What follows belongs to an exercise in optimizing a design on an open flow for small area, a short achievable clock period and few clock cycles per item; a production flow would make more cautious choices. Function was checked by simulation only, so behaviour that the tests miss may differ from the original.

==> wip/pepper: inputs <==
==> flow/design.v (excerpt) <==
module flt_engine (
    input  wire        clk,
    input  wire        rst,
    input  wire        cmd_valid,
    output reg         cmd_ready,
    input  wire [2:0]  cmd_op,
    input  wire [31:0] cmd_data,
    output reg         res_valid,
    output wire [31:0] res_data
);
Settings: LEC_CHECK=0, CAP_MARGIN=20, CORE_MARGIN=2, CORE_UTILIZATION=40, SETUP_SLACK_MARGIN=5, SLEW_MARGIN=20, TNS_END_PERCENT=100; clock period 20.0 ns.
run.sh (not shown) runs the stock make flow with config.mk's settings and CLKGATE_MAP_FILE= SYNTH_SCRIPT=/design/flow/synth_recipe.tcl, a recipe that flattens the netlist after the stock synthesis.
==> wip/violet (differences from wip/pepper) <==
--- a/flow/design.v
+++ b/flow/design.v
@@ -285,18 +285,17 @@
     reg [3:0]  lp;
     reg [2:0]  hp;
     reg [5:0]  bp;
     reg [1:0]  ct;
     reg        pend;            
     reg [31:0] mr0, mr1, ar0, ar1;
     reg        dv;
     reg  [3:0]  dcnt;
-    reg [24:0] rem;
-    reg [DS-1:0] q;
+    reg        dfirst;          
     reg [7:0]  dea;
     assign res_data = y1;
     function automatic [31:0] daz(input [31:0] v);
         daz = (v[30:23] == 8'd0) ? 32'd0 : v;
     endfunction
     function automatic flt_lt(input [31:0] p, input [31:0] r);
         reg [31:0] pp, qq;
         begin
@@ -337,17 +336,17 @@
         reg [5:0] om, oa;
         begin
             {oa, om} = occ(l, h, b, c);
             case (op)
                 OP_ALPHA:  can_issue = ~pd & ~l[0] & ~|h[1:0];
                 OP_BETA:   can_issue = ~|b[1:0];
                 OP_GAMMA:  can_issue = ~|b[2:0];
                 OP_DELTA:  can_issue = ~|b[3:0];
-                OP_CUTOFF: can_issue = ~pd & ~om[0] & ~oa[1];
+                OP_CUTOFF: can_issue = ~pd & ~b[0] & ~om[0] & ~oa[1];
                 OP_MODE:   can_issue = 1'b1;
                 OP_CLEAR:  can_issue = ~|l & ~|h & ~|b;
                 default: begin  
                     if (pd & ~dlast)
                         can_issue = 1'b0;
                     else if (md == 2'd0)
                         can_issue = ~l[0] & ~|h[1:0] & ~|b[4:0]
                                   & ~om[1] & ~om[2] & ~oa[0] & ~oa[3];
@@ -367,83 +366,74 @@
     wire is_run = issue & (op0 == OP_RUN);
     wire is_cut = issue & (op0 == OP_CUTOFF);
     wire        v0_n   = acc | (v0 & ~issue);
     wire [2:0]  op0_n  = acc ? cmd_op : op0;
     wire [1:0]  mode_n = (issue & (op0 == OP_MODE)) ? d0[1:0] : mode;
     wire [3:0]  lp_n   = {lp[2:0], is_run & (mode == 2'd0)};
     wire [2:0]  hp_n   = {hp[1:0], is_run & (mode == 2'd1)};
     wire [5:0]  bp_n   = {bp[4:0], is_run & mode[1]};
+    wire [1:0]  ct_n   = {ct[0], is_cut};
     wire        pend_n = is_cut | (pend & ~dlast);
     wire        dv_n   = ct[1] | (dv & ~dlast);
     wire [3:0]  dcnt_n = ct[1] ? 4'd0 : dv ? dcnt + 4'd1 : dcnt;
     wire        dlast_n = dv_n & (dcnt_n == DN - 1);
-    reg [31:0] ma, mb;
-    always @* begin
-        ma = alpha; mb = xc;                               
-        if (lp[2])      begin ma = y1;        mb = ar0; end  
-        else if (hp[2]) begin ma = alpha;     mb = ar0; end  
-        else if (bp[2]) begin ma = beta;      mb = ar0; end  
-        else if (bp[3]) begin ma = gamma;     mb = y1;  end  
-        else if (bp[4]) begin ma = delta;     mb = y2;  end  
-        else if (ct[0]) begin ma = F_W_SCALE; mb = xc;  end  
-    end
+    reg s_ma_alpha, s_ma_y1, s_ma_beta, s_ma_gamma, s_ma_delta, s_ma_k;
+    reg s_mb_xc, s_mb_ar0, s_mb_y1, s_mb_y2;
+    wire [31:0] ma = ({32{s_ma_alpha}} & alpha) | ({32{s_ma_y1}} & y1)
+                   | ({32{s_ma_beta}} & beta)   | ({32{s_ma_gamma}} & gamma)
+                   | ({32{s_ma_delta}} & delta) | ({32{s_ma_k}} & F_W_SCALE);
+    wire [31:0] mb = ({32{s_mb_xc}} & xc) | ({32{s_mb_ar0}} & ar0)
+                   | ({32{s_mb_y1}} & y1) | ({32{s_mb_y2}} & y2);
     wire [31:0] m_y;
     fp32_mul u_mul (.a(ma), .b(mb), .y(m_y));
-    reg [31:0] aa, ab;
-    reg        asub;
-    always @* begin
-        aa = mr0; ab = mr1; asub = 1'b0;                     
-        if (lp[0])      begin aa = {~alpha[31], alpha[30:0]}; ab = F_ONE; end  
-        else if (hp[0]) begin aa = xc;  ab = x1;  asub = 1'b1; end
-        else if (hp[1]) begin aa = ar0; ab = y1;  end
-        else if (bp[0]) begin aa = xc;  ab = x2;  asub = 1'b1; end
-        else if (bp[5]) begin aa = ar1; ab = mr1; asub = 1'b1; end
-        else if (ct[1]) begin aa = mr0; ab = F_ONE; end
-    end
+    reg s_aa_nalpha, s_aa_mr0, s_aa_xc, s_aa_ar0, s_aa_ar1;
+    reg s_ab_one, s_ab_mr1, s_ab_x1, s_ab_y1, s_ab_x2, asub;
+    wire [31:0] aa = ({32{s_aa_nalpha}} & {~alpha[31], alpha[30:0]})
+                   | ({32{s_aa_mr0}} & mr0) | ({32{s_aa_xc}} & xc)
+                   | ({32{s_aa_ar0}} & ar0) | ({32{s_aa_ar1}} & ar1);
+    wire [31:0] ab = ({32{s_ab_one}} & F_ONE) | ({32{s_ab_mr1}} & mr1)
+                   | ({32{s_ab_x1}} & x1) | ({32{s_ab_y1}} & y1) | ({32{s_ab_x2}} & x2);
     wire [31:0] a_y;
     fp32_add u_add (.a(aa), .b(ab), .sub(asub), .y(a_y));
     wire [23:0] dvs = {1'b1, ar0[22:0]};
     reg  [24:0] rr;
     reg  [DK-1:0] qb;
     reg  [25:0] df;
     integer k;
     always @* begin
-        rr = rem;
+        rr = dfirst ? {2'b01, mr0[22:0]} : mr0[24:0];
         for (k = DK - 1; k >= 0; k = k - 1) begin
             df = {1'b0, rr} - {2'b00, dvs};
             qb[k] = ~df[25];
             rr = df[25] ? rr : df[24:0];
             rr = {rr[23:0], 1'b0};
         end
     end
-    wire [DS-1:0] qf = {q[DS-DK-1:0], qb};
+    wire [DS-1:0] qf = {xc[DS-DK-1:0], qb};
     wire          qi = qf[DS-1];
     wire [23:0]   dm = qi ? qf[DS-1:DS-24] : qf[DS-2:DS-25];
     wire          dg = qi ? qf[DS-25] : qf[DS-26];
     wire          dsx = (qi ? |qf[DS-26:0] : |qf[DS-27:0]) | (rr != 25'd0);
     wire          dup = dg & (dsx | dm[0]);
     wire [24:0]   dmr = {1'b0, dm} + {24'd0, dup};
     wire [9:0]    dex = {2'b00, dea} - {2'b00, ar0[30:23]} + 10'd126 + {9'd0, qi} + {9'd0, dmr[24]};
     wire [31:0]   dq  = {1'b0, dex[7:0], dmr[24] ? dmr[23:1] : dmr[22:0]};
     wire done_y = lp[3] | hp[2] | bp[5];
     wire [31:0] yv = hp[2] ? m_y : a_y;
     always @(posedge clk) begin
         if (is_run | is_cut) xc <= (op0 == OP_CUTOFF) ? fc_clp : d0;
+        else if (dv) xc[DS-1:0] <= qf;
         if (lp[1] | bp[2] | ct[0]) mr0 <= m_y;
-        if (lp[2] | bp[3] | bp[4]) mr1 <= m_y;
+        else if (dv) mr0[24:0] <= rr;
+        dfirst <= ct[1];
+        mr1 <= m_y;      
         if (lp[0] | hp[0] | hp[1] | bp[0] | ct[1]) ar0 <= a_y;
-        if (bp[4]) ar1 <= a_y;
-        if (ct[1]) begin
-            rem <= {2'b01, mr0[22:0]};
-            dea <= mr0[30:23];
-        end else if (dv) begin
-            rem <= rr;
-            q   <= qf;
-        end
+        ar1 <= a_y;      
+        if (ct[1]) dea <= mr0[30:23];
         if (acc) d0 <= cmd_data;
         op0 <= op0_n;
         dcnt <= dcnt_n;
         if (rst) begin
             mode      <= 2'd0;
             alpha     <= 32'd0;
             beta      <= 32'd0;
             gamma     <= 32'd0;
@@ -456,26 +446,51 @@
             lp        <= 4'd0;
             hp        <= 3'd0;
             bp        <= 6'd0;
             ct        <= 2'd0;
             pend      <= 1'b0;
             dv        <= 1'b0;
             res_valid <= 1'b0;
             cmd_ready <= 1'b0;
+            {s_ma_alpha, s_ma_y1, s_ma_beta, s_ma_gamma, s_ma_delta, s_ma_k} <= 6'd0;
+            {s_mb_xc, s_mb_ar0, s_mb_y1, s_mb_y2} <= 4'd0;
+            {s_aa_nalpha, s_aa_mr0, s_aa_xc, s_aa_ar0, s_aa_ar1} <= 5'd0;
+            {s_ab_one, s_ab_mr1, s_ab_x1, s_ab_y1, s_ab_x2, asub} <= 6'd0;
         end else begin
+            s_ma_alpha  <= lp_n[1] | hp_n[2];
+            s_ma_y1     <= lp_n[2];
+            s_ma_beta   <= bp_n[2];
+            s_ma_gamma  <= bp_n[3];
+            s_ma_delta  <= bp_n[4];
+            s_ma_k      <= ct_n[0];
+            s_mb_xc     <= lp_n[1] | ct_n[0];
+            s_mb_ar0    <= lp_n[2] | hp_n[2] | bp_n[2];
+            s_mb_y1     <= bp_n[3];
+            s_mb_y2     <= bp_n[4];
+            s_aa_nalpha <= lp_n[0];
+            s_aa_mr0    <= lp_n[3] | bp_n[4] | ct_n[1];
+            s_aa_xc     <= hp_n[0] | bp_n[0];
+            s_aa_ar0    <= hp_n[1];
+            s_aa_ar1    <= bp_n[5];
+            s_ab_one    <= lp_n[0] | ct_n[1];
+            s_ab_mr1    <= lp_n[3] | bp_n[4] | bp_n[5];
+            s_ab_x1     <= hp_n[0];
+            s_ab_y1     <= hp_n[1];
+            s_ab_x2     <= bp_n[0];
+            asub        <= hp_n[0] | bp_n[0] | bp_n[5];
             v0   <= v0_n;
             mode <= mode_n;
             lp   <= lp_n;
             hp   <= hp_n;
             bp   <= bp_n;
-            ct   <= {ct[0], is_cut};
+            ct   <= ct_n;
             pend <= pend_n;
             dv   <= dv_n;
-            cmd_ready <= ~v0_n | can_issue(op0_n, mode_n, lp_n, hp_n, bp_n, {ct[0], is_cut}, pend_n, dlast_n);
+            cmd_ready <= ~v0_n | can_issue(op0_n, mode_n, lp_n, hp_n, bp_n, ct_n, pend_n, dlast_n);
             res_valid <= done_y;
             if (issue) begin
                 case (op0)
                     OP_ALPHA: alpha <= d0;
                     OP_BETA:  beta  <= d0;
                     OP_GAMMA: gamma <= d0;
                     OP_DELTA: delta <= d0;
                     default: ;
==> flow/flow/run.sh (new file) <==
#!/bin/bash
set -euo pipefail
bash standard.sh SETUP_SLACK_MARGIN=9 TNS_END_PERCENT=100 finish > flow_make.log 2>&1
==> flow/standard.sh (new file) <==
#!/bin/bash
# synth_recipe.tcl (not shown) runs the flow's synth.tcl, then flattens the netlist and writes it again
# the make line also repeats each setting of config.mk as NAME=value (left out here)
make -C /OpenROAD-flow-scripts/flow DESIGN_CONFIG=/design/flow/config.mk WORK_HOME=/design/flow/orfs CLKGATE_MAP_FILE= SYNTH_SCRIPT=/design/flow/synth_recipe.tcl "${@:-finish}"
==> flow/config.mk (replaced) <==
export PLATFORM = sky130hd
export DESIGN_NAME = flt_engine
export DESIGN_NICKNAME = flt_engine
export VERILOG_FILES = /design/flow/design.v
export SDC_FILE = /design/flow/constraint.sdc
export NUM_CORES = 4
export LEC_CHECK = 0
export CAP_MARGIN = 20
export CORE_MARGIN = 2
export CORE_UTILIZATION = 40
export SLEW_MARGIN = 20
removed: flow/run.sh
==> wip/zinc (differences from wip/pepper) <==
--- a/flow/design.v
+++ b/flow/design.v
@@ -367,43 +367,37 @@
     wire is_run = issue & (op0 == OP_RUN);
     wire is_cut = issue & (op0 == OP_CUTOFF);
     wire        v0_n   = acc | (v0 & ~issue);
     wire [2:0]  op0_n  = acc ? cmd_op : op0;
     wire [1:0]  mode_n = (issue & (op0 == OP_MODE)) ? d0[1:0] : mode;
     wire [3:0]  lp_n   = {lp[2:0], is_run & (mode == 2'd0)};
     wire [2:0]  hp_n   = {hp[1:0], is_run & (mode == 2'd1)};
     wire [5:0]  bp_n   = {bp[4:0], is_run & mode[1]};
+    wire [1:0]  ct_n   = {ct[0], is_cut};
     wire        pend_n = is_cut | (pend & ~dlast);
     wire        dv_n   = ct[1] | (dv & ~dlast);
     wire [3:0]  dcnt_n = ct[1] ? 4'd0 : dv ? dcnt + 4'd1 : dcnt;
     wire        dlast_n = dv_n & (dcnt_n == DN - 1);
-    reg [31:0] ma, mb;
-    always @* begin
-        ma = alpha; mb = xc;                               
-        if (lp[2])      begin ma = y1;        mb = ar0; end  
-        else if (hp[2]) begin ma = alpha;     mb = ar0; end  
-        else if (bp[2]) begin ma = beta;      mb = ar0; end  
-        else if (bp[3]) begin ma = gamma;     mb = y1;  end  
-        else if (bp[4]) begin ma = delta;     mb = y2;  end  
-        else if (ct[0]) begin ma = F_W_SCALE; mb = xc;  end  
-    end
+    reg s_ma_alpha, s_ma_y1, s_ma_beta, s_ma_gamma, s_ma_delta, s_ma_k;
+    reg s_mb_xc, s_mb_ar0, s_mb_y1, s_mb_y2;
+    wire [31:0] ma = ({32{s_ma_alpha}} & alpha) | ({32{s_ma_y1}} & y1)
+                   | ({32{s_ma_beta}} & beta)   | ({32{s_ma_gamma}} & gamma)
+                   | ({32{s_ma_delta}} & delta) | ({32{s_ma_k}} & F_W_SCALE);
+    wire [31:0] mb = ({32{s_mb_xc}} & xc) | ({32{s_mb_ar0}} & ar0)
+                   | ({32{s_mb_y1}} & y1) | ({32{s_mb_y2}} & y2);
     wire [31:0] m_y;
     fp32_mul u_mul (.a(ma), .b(mb), .y(m_y));
-    reg [31:0] aa, ab;
-    reg        asub;
-    always @* begin
-        aa = mr0; ab = mr1; asub = 1'b0;                     
-        if (lp[0])      begin aa = {~alpha[31], alpha[30:0]}; ab = F_ONE; end  
-        else if (hp[0]) begin aa = xc;  ab = x1;  asub = 1'b1; end
-        else if (hp[1]) begin aa = ar0; ab = y1;  end
-        else if (bp[0]) begin aa = xc;  ab = x2;  asub = 1'b1; end
-        else if (bp[5]) begin aa = ar1; ab = mr1; asub = 1'b1; end
-        else if (ct[1]) begin aa = mr0; ab = F_ONE; end
-    end
+    reg s_aa_nalpha, s_aa_mr0, s_aa_xc, s_aa_ar0, s_aa_ar1;
+    reg s_ab_one, s_ab_mr1, s_ab_x1, s_ab_y1, s_ab_x2, asub;
+    wire [31:0] aa = ({32{s_aa_nalpha}} & {~alpha[31], alpha[30:0]})
+                   | ({32{s_aa_mr0}} & mr0) | ({32{s_aa_xc}} & xc)
+                   | ({32{s_aa_ar0}} & ar0) | ({32{s_aa_ar1}} & ar1);
+    wire [31:0] ab = ({32{s_ab_one}} & F_ONE) | ({32{s_ab_mr1}} & mr1)
+                   | ({32{s_ab_x1}} & x1) | ({32{s_ab_y1}} & y1) | ({32{s_ab_x2}} & x2);
     wire [31:0] a_y;
     fp32_add u_add (.a(aa), .b(ab), .sub(asub), .y(a_y));
     wire [23:0] dvs = {1'b1, ar0[22:0]};
     reg  [24:0] rr;
     reg  [DK-1:0] qb;
     reg  [25:0] df;
     integer k;
     always @* begin
@@ -456,26 +450,51 @@
             lp        <= 4'd0;
             hp        <= 3'd0;
             bp        <= 6'd0;
             ct        <= 2'd0;
             pend      <= 1'b0;
             dv        <= 1'b0;
             res_valid <= 1'b0;
             cmd_ready <= 1'b0;
+            {s_ma_alpha, s_ma_y1, s_ma_beta, s_ma_gamma, s_ma_delta, s_ma_k} <= 6'd0;
+            {s_mb_xc, s_mb_ar0, s_mb_y1, s_mb_y2} <= 4'd0;
+            {s_aa_nalpha, s_aa_mr0, s_aa_xc, s_aa_ar0, s_aa_ar1} <= 5'd0;
+            {s_ab_one, s_ab_mr1, s_ab_x1, s_ab_y1, s_ab_x2, asub} <= 6'd0;
         end else begin
+            s_ma_alpha  <= lp_n[1] | hp_n[2];
+            s_ma_y1     <= lp_n[2];
+            s_ma_beta   <= bp_n[2];
+            s_ma_gamma  <= bp_n[3];
+            s_ma_delta  <= bp_n[4];
+            s_ma_k      <= ct_n[0];
+            s_mb_xc     <= lp_n[1] | ct_n[0];
+            s_mb_ar0    <= lp_n[2] | hp_n[2] | bp_n[2];
+            s_mb_y1     <= bp_n[3];
+            s_mb_y2     <= bp_n[4];
+            s_aa_nalpha <= lp_n[0];
+            s_aa_mr0    <= lp_n[3] | bp_n[4] | ct_n[1];
+            s_aa_xc     <= hp_n[0] | bp_n[0];
+            s_aa_ar0    <= hp_n[1];
+            s_aa_ar1    <= bp_n[5];
+            s_ab_one    <= lp_n[0] | ct_n[1];
+            s_ab_mr1    <= lp_n[3] | bp_n[4] | bp_n[5];
+            s_ab_x1     <= hp_n[0];
+            s_ab_y1     <= hp_n[1];
+            s_ab_x2     <= bp_n[0];
+            asub        <= hp_n[0] | bp_n[0] | bp_n[5];
             v0   <= v0_n;
             mode <= mode_n;
             lp   <= lp_n;
             hp   <= hp_n;
             bp   <= bp_n;
-            ct   <= {ct[0], is_cut};
+            ct   <= ct_n;
             pend <= pend_n;
             dv   <= dv_n;
-            cmd_ready <= ~v0_n | can_issue(op0_n, mode_n, lp_n, hp_n, bp_n, {ct[0], is_cut}, pend_n, dlast_n);
+            cmd_ready <= ~v0_n | can_issue(op0_n, mode_n, lp_n, hp_n, bp_n, ct_n, pend_n, dlast_n);
             res_valid <= done_y;
             if (issue) begin
                 case (op0)
                     OP_ALPHA: alpha <= d0;
                     OP_BETA:  beta  <= d0;
                     OP_GAMMA: gamma <= d0;
                     OP_DELTA: delta <= d0;
                     default: ;
==> flow/flow/run.sh (new file) <==
#!/bin/bash
set -euo pipefail
bash standard.sh SETUP_SLACK_MARGIN=8 TNS_END_PERCENT=100 finish > flow_make.log 2>&1
==> flow/standard.sh (new file) <==
#!/bin/bash
# synth_recipe.tcl (not shown) runs the flow's synth.tcl, then flattens the netlist and writes it again
# the make line also repeats each setting of config.mk as NAME=value (left out here)
make -C /OpenROAD-flow-scripts/flow DESIGN_CONFIG=/design/flow/config.mk WORK_HOME=/design/flow/orfs CLKGATE_MAP_FILE= SYNTH_SCRIPT=/design/flow/synth_recipe.tcl "${@:-finish}"
==> flow/config.mk (replaced) <==
export PLATFORM = sky130hd
export DESIGN_NAME = flt_engine
export DESIGN_NICKNAME = flt_engine
export VERILOG_FILES = /design/flow/design.v
export SDC_FILE = /design/flow/constraint.sdc
export NUM_CORES = 4
export LEC_CHECK = 0
export CAP_MARGIN = 20
export CORE_MARGIN = 2
export CORE_UTILIZATION = 40
export SLEW_MARGIN = 20
removed: flow/run.sh
==> metrics.md <==
| Metric | Value |
|---|---|
| Status | `complete, no violations` |
| Via Count | `63104` |
| Slowest stage delay, CP | `0.61 ns` |
| Non-clock buffering overhead | `8.223%` |
| Worst-case reg-to-reg path depth | `65` |
| Syn Inst Count | `7699` |
| Commonest cells post-synth | `nand2_1 (901), nor2_1 (625), a21oi_1 (554)` |
| Clock insertion delay at the later pin of the skew report | `0.66 ns` |
| Fmax | `91.22 MHz` |
| Grt met3 use | `5.822%` |
the above is filed under wip/violet

==> metrics.md <==
| Metric | Value |
|---|---|
| Vias per cell | `6.405` |
| Worst-case reg-to-reg path depth | `44` |
| Syn Inst Count | `7636` |
| Status | `complete, no violations` |
| Max FO, Critical Path | `48` |
| Fmax | `85.70 MHz` |
| Clock sink count | `542` |
| FF-to-FF setup slack | `8.33 ns` |
| Initial Utilization | `40.35%` |
| Hold path cells | `2` |
| Commonest cells post-synth | `nand2_1 (923), nor2_1 (578), a21oi_1 (565)` |
| Slowest stage delay, CP | `1.08 ns` |
| Yosys reg bits | `542` |
| Via Count | `61670` |
| CP Buf/Inv Count | `5` |
| Rows | `143` |
| Non-Clock Buffer Count | `336` |
| DR top layer | `met5` |
| Die W | `395.7 um` |
| Layout clock buffers | `84` |
| Clock insertion delay at the later pin of the skew report | `0.64 ns` |
the above is filed under wip/zinc

==> metrics.md <==
| Metric | Value |
|---|---|
| FF-to-FF setup slack | `5.65 ns` |
| Non-clock buffering overhead | `3.233%` |
| DRT iter0 DRCs | `7681` |
| Syn Inst Count | `8009` |
| Register area share after synthesis | `20.86%` |
| Grt met3 use | `5.437%` |
| Via Count | `62606` |
| Worst-case reg-to-reg path depth | `41` |
| Status | `complete, no violations` |
| Initial Utilization | `40.34%` |
| Total global-route track usage | `31.72%` |
| Clock insertion delay at the later pin of the skew report | `0.65 ns` |
| Fmax | `69.69 MHz` |
| Die area | `160900 um^2` |
| Primary FF master, synth | `dfxtp_1` |
| Tap Cells | `2058` |
| Worst setup path class | `flip-flop to flip-flop` |
| Final TNS setup | `0 ns` |
| Warnings from Yosys | `4` |
| Slowest stage delay, CP | `0.71 ns` |
the above is filed under wip/pepper

Testbench counts of wip/pepper, summed over its fixed seeds: cycles 53,547, items 20,202.
Testbench counts of wip/violet, summed over its fixed seeds: cycles 53,547, items 20,202.
Testbench counts of wip/zinc, summed over its fixed seeds: cycles 53,547, items 20,202.

## re-timing with driven ports
No port has a modelled driver above. Below, the same layouts with a new extraction and two added sets of constraints. Step 1 assumes that a clkbuf_16 drives the clock port and a buf_2 every other input. Step 2, shift: input delay + t, output delay - t, t = (earliest + latest rising clock arrival at the registers) / 2. This alone moves slack from input paths to output paths. a / b / c = ideal / step 1 / step 2; a / b = the first two.
| run | shift t [ns] | slack for setup (ns) | worst hold slack (ns) | worst data-port slew with drivers (ns) | cell pins on the clock port's net |
|---|---|---|---|---|---|
| wip/pepper | 0.692 | 5.651 / 5.651 / 5.651 | 0.447 / 0.447 / 0.447 | 0.05 | 1 |
| wip/violet | 0.688 | 9.038 / 9.038 / 9.038 | 0.449 / 0.449 / 0.449 | 0.07 | 1 |
| wip/zinc | 0.710 | 8.332 / 8.332 / 8.332 | 0.455 / 0.455 / 0.455 | 0.06 | 1 |
After both steps setup and hold are still met in every run listed.
